Background: an optimization exercise with open tools, aiming at a short achievable clock period and few clock cycles per item. Do not read the settings as production practice. Only simulation tests tie the RTL to the original design; equivalence was not proved.

==> design/flow/config.mk <==
export PLATFORM = sky130hd
export DESIGN_NAME = qse_framer
export DESIGN_NICKNAME = qse_framer
export VERILOG_FILES = /design/flow/design.v
export SDC_FILE = /design/flow/constraint.sdc
export NUM_CORES = 4
export LEC_CHECK = 0
export CAP_MARGIN = 20
export CORE_MARGIN = 2
export CORE_UTILIZATION = 40
export PLACE_DENSITY = 0.6
export SLEW_MARGIN = 20
==> design/flow/constraint.sdc <==
create_clock -name core_clock -period 8.0 [get_ports {clk}]
set_input_delay 1.6000 -clock core_clock [delete_from_list [all_inputs] [get_ports {clk}]]
set_output_delay 1.6000 -clock core_clock [all_outputs]
set_load 0.01 [all_outputs]
==> design/flow/design.v <==
module qse_framer (
    input  wire        clk,
    input  wire        rst,            
    input  wire        cmd_valid,
    output wire        cmd_ready,
    input  wire        cmd_load,       
    input  wire [31:0] cmd_seed,
    input  wire        cmd_scr,        
    input  wire [9:0]  cmd_ps_words,   
    input  wire [11:0] cmd_len,        
    input  wire        in_valid,
    output wire        in_ready,
    input  wire [31:0] in_data,
    output wire        out_valid,
    input  wire        out_ready,
    output wire [31:0] out_data,
    output wire        out_last
);
    localparam [31:0] LCG_A = 32'd1664525;
    localparam [31:0] LCG_C = 32'd1013904223;
    localparam [2:0] S_IDLE  = 3'd0,
                     S_PRE   = 3'd1,
                     S_FETCH = 3'd2,
                     S_BYTE  = 3'd3,
                     S_EMIT  = 3'd4,
                     S_CRC   = 3'd5;
    reg  [2:0]  state;
    reg  [31:0] scr_s;       
    reg  [31:0] crc;         
    reg         f_scr;       
    reg  [9:0]  f_words;
    reg  [11:0] f_len;
    reg  [1:0]  pre_cnt;     
    reg  [9:0]  word_idx;    
    reg  [1:0]  lane;        
    reg  [31:0] in_buf;
    reg  [31:0] out_buf;
    wire [11:0] byte_idx = {word_idx, lane};
    wire [11:0] word_base = {word_idx, 2'b00};
    wire [7:0] in_byte  = in_buf >> {lane, 3'b000};
    wire [7:0] raw_byte = (byte_idx < f_len) ? in_byte : 8'hFF;
    wire [7:0] enc_byte = f_scr ? (raw_byte ^ scr_s[31:24]) : raw_byte;
    function [31:0] crc32_byte;
        input [31:0] c;
        input [7:0]  b;
        integer k;
        reg [31:0] t;
        begin
            t = c ^ {24'd0, b};
            for (k = 0; k < 8; k = k + 1)
                t = t[0] ? ((t >> 1) ^ 32'hEDB88320) : (t >> 1);
            crc32_byte = t;
        end
    endfunction
    wire [31:0] crc_fin = ~crc;
    wire [31:0] pre_word = (pre_cnt == 2'd2) ? 32'h99999999 :
                           (pre_cnt == 2'd3) ? 32'hCCCCCCCC : 32'h00000000;
    assign cmd_ready = (state == S_IDLE);
    assign in_ready  = (state == S_FETCH);
    assign out_valid = (state == S_PRE) || (state == S_EMIT) || (state == S_CRC);
    assign out_data  = (state == S_PRE) ? pre_word :
                       (state == S_CRC) ? {crc_fin[7:0], crc_fin[15:8], crc_fin[23:16], crc_fin[31:24]} :
                       out_buf;
    assign out_last  = (state == S_CRC);
    always @(posedge clk) begin
        if (rst) begin
            state    <= S_IDLE;
            scr_s    <= 32'd0;
            crc      <= 32'hFFFFFFFF;
            f_scr    <= 1'b0;
            f_words  <= 10'd0;
            f_len    <= 12'd0;
            pre_cnt  <= 2'd0;
            word_idx <= 10'd0;
            lane     <= 2'd0;
            in_buf   <= 32'd0;
            out_buf  <= 32'd0;
        end else begin
            case (state)
                S_IDLE: begin
                    if (cmd_valid) begin
                        if (cmd_load) begin
                            scr_s <= cmd_seed;
                        end else begin
                            f_scr    <= cmd_scr;
                            f_words  <= cmd_ps_words;
                            f_len    <= cmd_len;
                            pre_cnt  <= 2'd0;
                            word_idx <= 10'd0;
                            lane     <= 2'd0;
                            crc      <= 32'hFFFFFFFF;
                            state    <= S_PRE;
                        end
                    end
                end
                S_PRE: begin
                    if (out_ready) begin
                        pre_cnt <= pre_cnt + 2'd1;
                        if (pre_cnt == 2'd3)
                            state <= (word_base < f_len) ? S_FETCH : S_BYTE;
                    end
                end
                S_FETCH: begin
                    if (in_valid) begin
                        in_buf <= in_data;
                        state  <= S_BYTE;
                    end
                end
                S_BYTE: begin
                    out_buf <= {enc_byte, out_buf[31:8]};
                    crc     <= crc32_byte(crc, enc_byte);
                    if (f_scr)
                        scr_s <= scr_s * LCG_A + LCG_C;
                    lane <= lane + 2'd1;
                    if (lane == 2'd3)
                        state <= S_EMIT;
                end
                S_EMIT: begin
                    if (out_ready) begin
                        if (word_idx == f_words - 10'd1) begin
                            state <= S_CRC;
                        end else begin
                            word_idx <= word_idx + 10'd1;
                            state    <= ({word_idx + 10'd1, 2'b00} < f_len) ? S_FETCH : S_BYTE;
                        end
                    end
                end
                S_CRC: begin
                    if (out_ready)
                        state <= S_IDLE;
                end
                default: state <= S_IDLE;
            endcase
        end
    end
endmodule
==> design/flow/run.sh <==
#!/bin/bash
# synth_recipe.tcl (not shown) runs the flow's synth.tcl, then flattens the netlist and writes it again
# the make line also repeats each setting of config.mk as NAME=value (left out here)
make -C /OpenROAD-flow-scripts/flow DESIGN_CONFIG=/design/flow/config.mk WORK_HOME=/design/flow/orfs CLKGATE_MAP_FILE= SYNTH_SCRIPT=/design/flow/synth_recipe.tcl finish
==> flow_summary_export.csv <==
group,metric,value,unit
final_layout,stdcell_area,18400,um^2
timing,fmax,149,MHz
yosys,syn_area_per_cell,8.46,um^2
yosys,syn_nets,2309,
floorplan,io_pins,129,
worst_setup_path,crit_fanout,11,
place,placed_cell_area,17700,um^2
clock_tree,clock_sinks,168,
route,wl_met2,20.6,mm
worst_setup_path,path_delay_family,"adder cells",
clock_tree,cts_tree,"done",
clock_tree,cts-htree-levels,4,
route,vias_per_cell,5.12,
worst_setup_path,crit_buf_inv,5,
yosys,yosys_most_used_dff,"dfxtp_1",
worst_setup_path,critical_path.slowest_cell,"dfxtp_1",
worst_setup_path,cp_slowest_stage_delay,0.62,ns
worst_setup_path,arrival,7.01,ns
yosys,synth-seq-cells,168,
global_route,grt_max_degree,87,
place,numPortBuffers,128,
route,via_count,12833,
global_route,gr-total-overflow,0,
yosys,synth-edff-count,0,
clock_tree,clock_latency,0.46,ns
route,wl_per_cell,17.9,um
global_route,antenna_found_initial,0,
clock_tree,cts_buffer_depth,2,
yosys,synth_area,16000,um^2
timing,tns,0,ns
place,dp_hpwl,35.3,mm
timing,worst_pin_slew,1.09,ns
route,drcViolationCount,0,
hold_path,hp-class,"register to register",
yosys,synth-seq-area-share,0.210,
global_route,grt_use_total,0.226,
timing,period_minus_slack,6.69,ns
route,antenna_left,0,
route,dr.first_iter.drc_count,703,
final_layout,synthToLayoutAreaGrowth,14.7,%
floorplan,initial_utilization,0.404,
clock_tree,cts_buffers,17,
global_route,grt_pass1_vias,13109,
floorplan,coreArea,39600,um^2
timing,clock_skew,0.00784,ns
floorplan,die_x,204,um
floorplan,dieArea,41600,um^2
outcome,status,"finished clean",
route,dr.pass1.iters,5,
clock_tree,ctsHoldBuffers,0,
worst_setup_path,critPathLaunchType,"register",
floorplan,die_height,204,um
flow_run,max-cap-violations,0,
clock_tree,clk_pin_slew_worst_paths,0.07,ns
worst_setup_path,startpoint,"scr_s[1]$_SDFFE_PP0P_",
route,drt-met1-wl,20.7,mm
route,top_layer,"met4",
timing,setup_viol,0,
clock_tree,postCtsSetupRepairBufs,0,
yosys,ys_warn_count,1,
hold_path,min-delay-start,"in_buf[17]$_SDFFE_PP0P_",
yosys,syn_inst,1893,
place,routabilityCongestion,0.892,
global_route,grt_pass1_wl,72.2,mm
worst_setup_path,crit_chain,"inv_1 -> ha_1 -> xor2_1 -> xor2_1 -> fa_1 -> inv_1 -> fa_1 -> fa_1 -> fa_1 -> inv_1 -> fa_1 -> inv_1 -> ha_1 -> inv_1 -> o21bai_1 -> a21o_1 -> a21o_1 -> a21oi_1 -> o21ai_0 -> a21oi_1 -> a21oi_1 -> xnor2_1 -> o22ai_1",
clock_tree,root_buffer,"clkbuf_16",
timing,hold_viol,0,
yosys,synth_cell_types,68,
yosys,async_flop_share,0,
timing,grt_setup_unrepaired,"false",
final_layout,drive_above_1_share,0.0429,
route,routed_wl,44.8,mm
clock_tree,cts-resized-gates,0,
worst_setup_path,rr_startpoint,"scr_s[1]$_SDFFE_PP0P_",
timing,fin_crit_sh,0.837,
route,met3_length,2.69,mm
timing,finalMaxSlewViolations,0,
floorplan,num_rows,73,
final_layout,n_antenna_cell,0,
worst_setup_path,required,8.32,ns
worst_setup_path,critPathCaptureType,"register",
timing,slew_headroom,0.270,
worst_setup_path,critPathKind,"register to register",
final_layout,layout.nets,2384,
==> flip-flops by register name, summed over array words and instances (netlist names) <==
signal	cells
f_words	10
in_buf	32
scr_s	32
f_scr	1
state	3
lane	2
crc	32
f_len	12
out_buf	32
pre_cnt	2
word_idx	10
==> layer usage <==
layer,GRT usage,vias up
li1,-,6306
met1,0.307,6156
met2,0.360,319
met3,0.0521,52
met4,0.0639,0
met5,0,-
==> layout make-up <==
type,instances,area (um^2)
fillers,3927,21300
multi-input cells,1335,11200
flip-flops and latches,168,3360
repair buffers,138,1370
inverters,308,1160
well taps,525,657
clock buffers,20,467
clock inverters,12,159
==> synth_stat cells, drive strengths merged, types with 10 or more instances <==
| cell | n | share of area |
|---|---|---|
| a211oi | 20 | 0.0094 |
| a21o | 21 | 0.0098 |
| a21oi | 194 | 0.061 |
| and3 | 13 | 0.0051 |
| buf | 10 | 0.0028 |
| clkbuf | 72 | 0.018 |
| dfxtp | 168 | 0.21 |
| fa | 137 | 0.17 |
| ha | 186 | 0.15 |
| inv | 308 | 0.072 |
| nand2 | 245 | 0.057 |
| nand2b | 11 | 0.0043 |
| nand3 | 17 | 0.0053 |
| nand3b | 15 | 0.0083 |
| nor2 | 103 | 0.024 |
| nor3 | 26 | 0.0084 |
| o211ai | 15 | 0.0079 |
| o21ai | 64 | 0.020 |
| o31ai | 10 | 0.0055 |
| xnor2 | 110 | 0.068 |
| xor2 | 41 | 0.026 |
==> metrics by stage <==
stage | instances | setup WS (ns) | utilization | hold slack (ns)
global route | 2506 | 0.861 | 0.463 | 0.474
floorplan | 1893 | 1.95 | - | 0.432
global placement | 2473 | 1.45 | 0.447 | 0.440
finish | 2506 | 1.31 | 0.463 | 0.453
detailed placement | 2473 | 1.34 | 0.447 | 0.444
CTS | 2505 | 1.31 | 0.462 | 0.454
==> cell families (layout without fill, tap and decap cells) <==
group | count (synthesis) | after routing | synth area share
DFF | 168 | 168 | 0.210
buffers and inverters | 390 | 478 | 0.0932
xor gates and xnor gates | 151 | 151 | 0.0936
AOI/OAI and AO/OA | 388 | 388 | 0.147
muxes | 11 | 11 | 0.0135
adders and majority gates | 323 | 323 | 0.317
and+or+nand+nor | 462 | 462 | 0.126
==> cells in the final DEF, fill, tap and decap left out, types with 12 or more instances in the layout <==
master,count
o21ai_0,61
xnor2_1,100
fa_1,137
xor2_1,38
a21oi_1,194
clkbuf_16,17
ha_1,186
nand3b_1,12
nand2_1,244
a21o_1,21
a211oi_1,20
inv_1,308
nor2_1,101
clkdlybuf4s50_1,127
dfxtp_1,168
nand3_1,16
o211ai_1,14
nor3_1,25
==> worst register-to-register path, delay by kind of cell, from the launching register on <==
| family | cells | cell delay, ns |
|---|---|---|
| flops | 1 | 0.62 |
| fa+ha+maj | 7 | 3.43 |
| xor+xnor | 3 | 0.73 |
| buf+inv | 5 | 0.54 |
| compound gates | 8 | 1.24 |
==> path summary, 6_finish.rpt <==
kind / endpoint / slack, ns / cells past startpoint
setup / recovery: scr_s[30]$_SDFFE_PP0P_ / 1.31 / 23
hold / removal: in_buf[17]$_SDFFE_PP0P_ / 0.45 / 2
setup reg to reg: scr_s[30]$_SDFFE_PP0P_ / 1.31 / 23
hold reg to reg: in_buf[17]$_SDFFE_PP0P_ / 0.45 / 2
Testbench counts, summed over its fixed seeds: cycles 120,510, bytes 84,816.

re-timing with driven ports:
In the flow no input, the clock included, has a driving cell. The finished layout below was timed again as built, in two steps. Step 1 (the two cells are an assumption about what drives the block):
set clk [get_ports {clk}]
set_driving_cell -lib_cell sky130_fd_sc_hd__clkbuf_16 $clk
set_driving_cell -lib_cell sky130_fd_sc_hd__buf_2 [delete_from_list [all_inputs] $clk]
Step 2 times the ports against the registers' clock, not the clock port: input delays grow and output delays shrink by t, the midpoint of the rising clock arrivals with the driver on. a / b / c = ideal / step 1 / step 2; a / b = the first two.
t, ns: 0.511
slack for setup (ns): 1.307 / 1.307 / 1.307
worst register clock-pin slew, ns: 0.07 / 0.07
After both steps setup and hold are still met in this run. For this run, drivers alone change the setup slack by 0.000 ns; drivers and shift together by 0.000 ns.
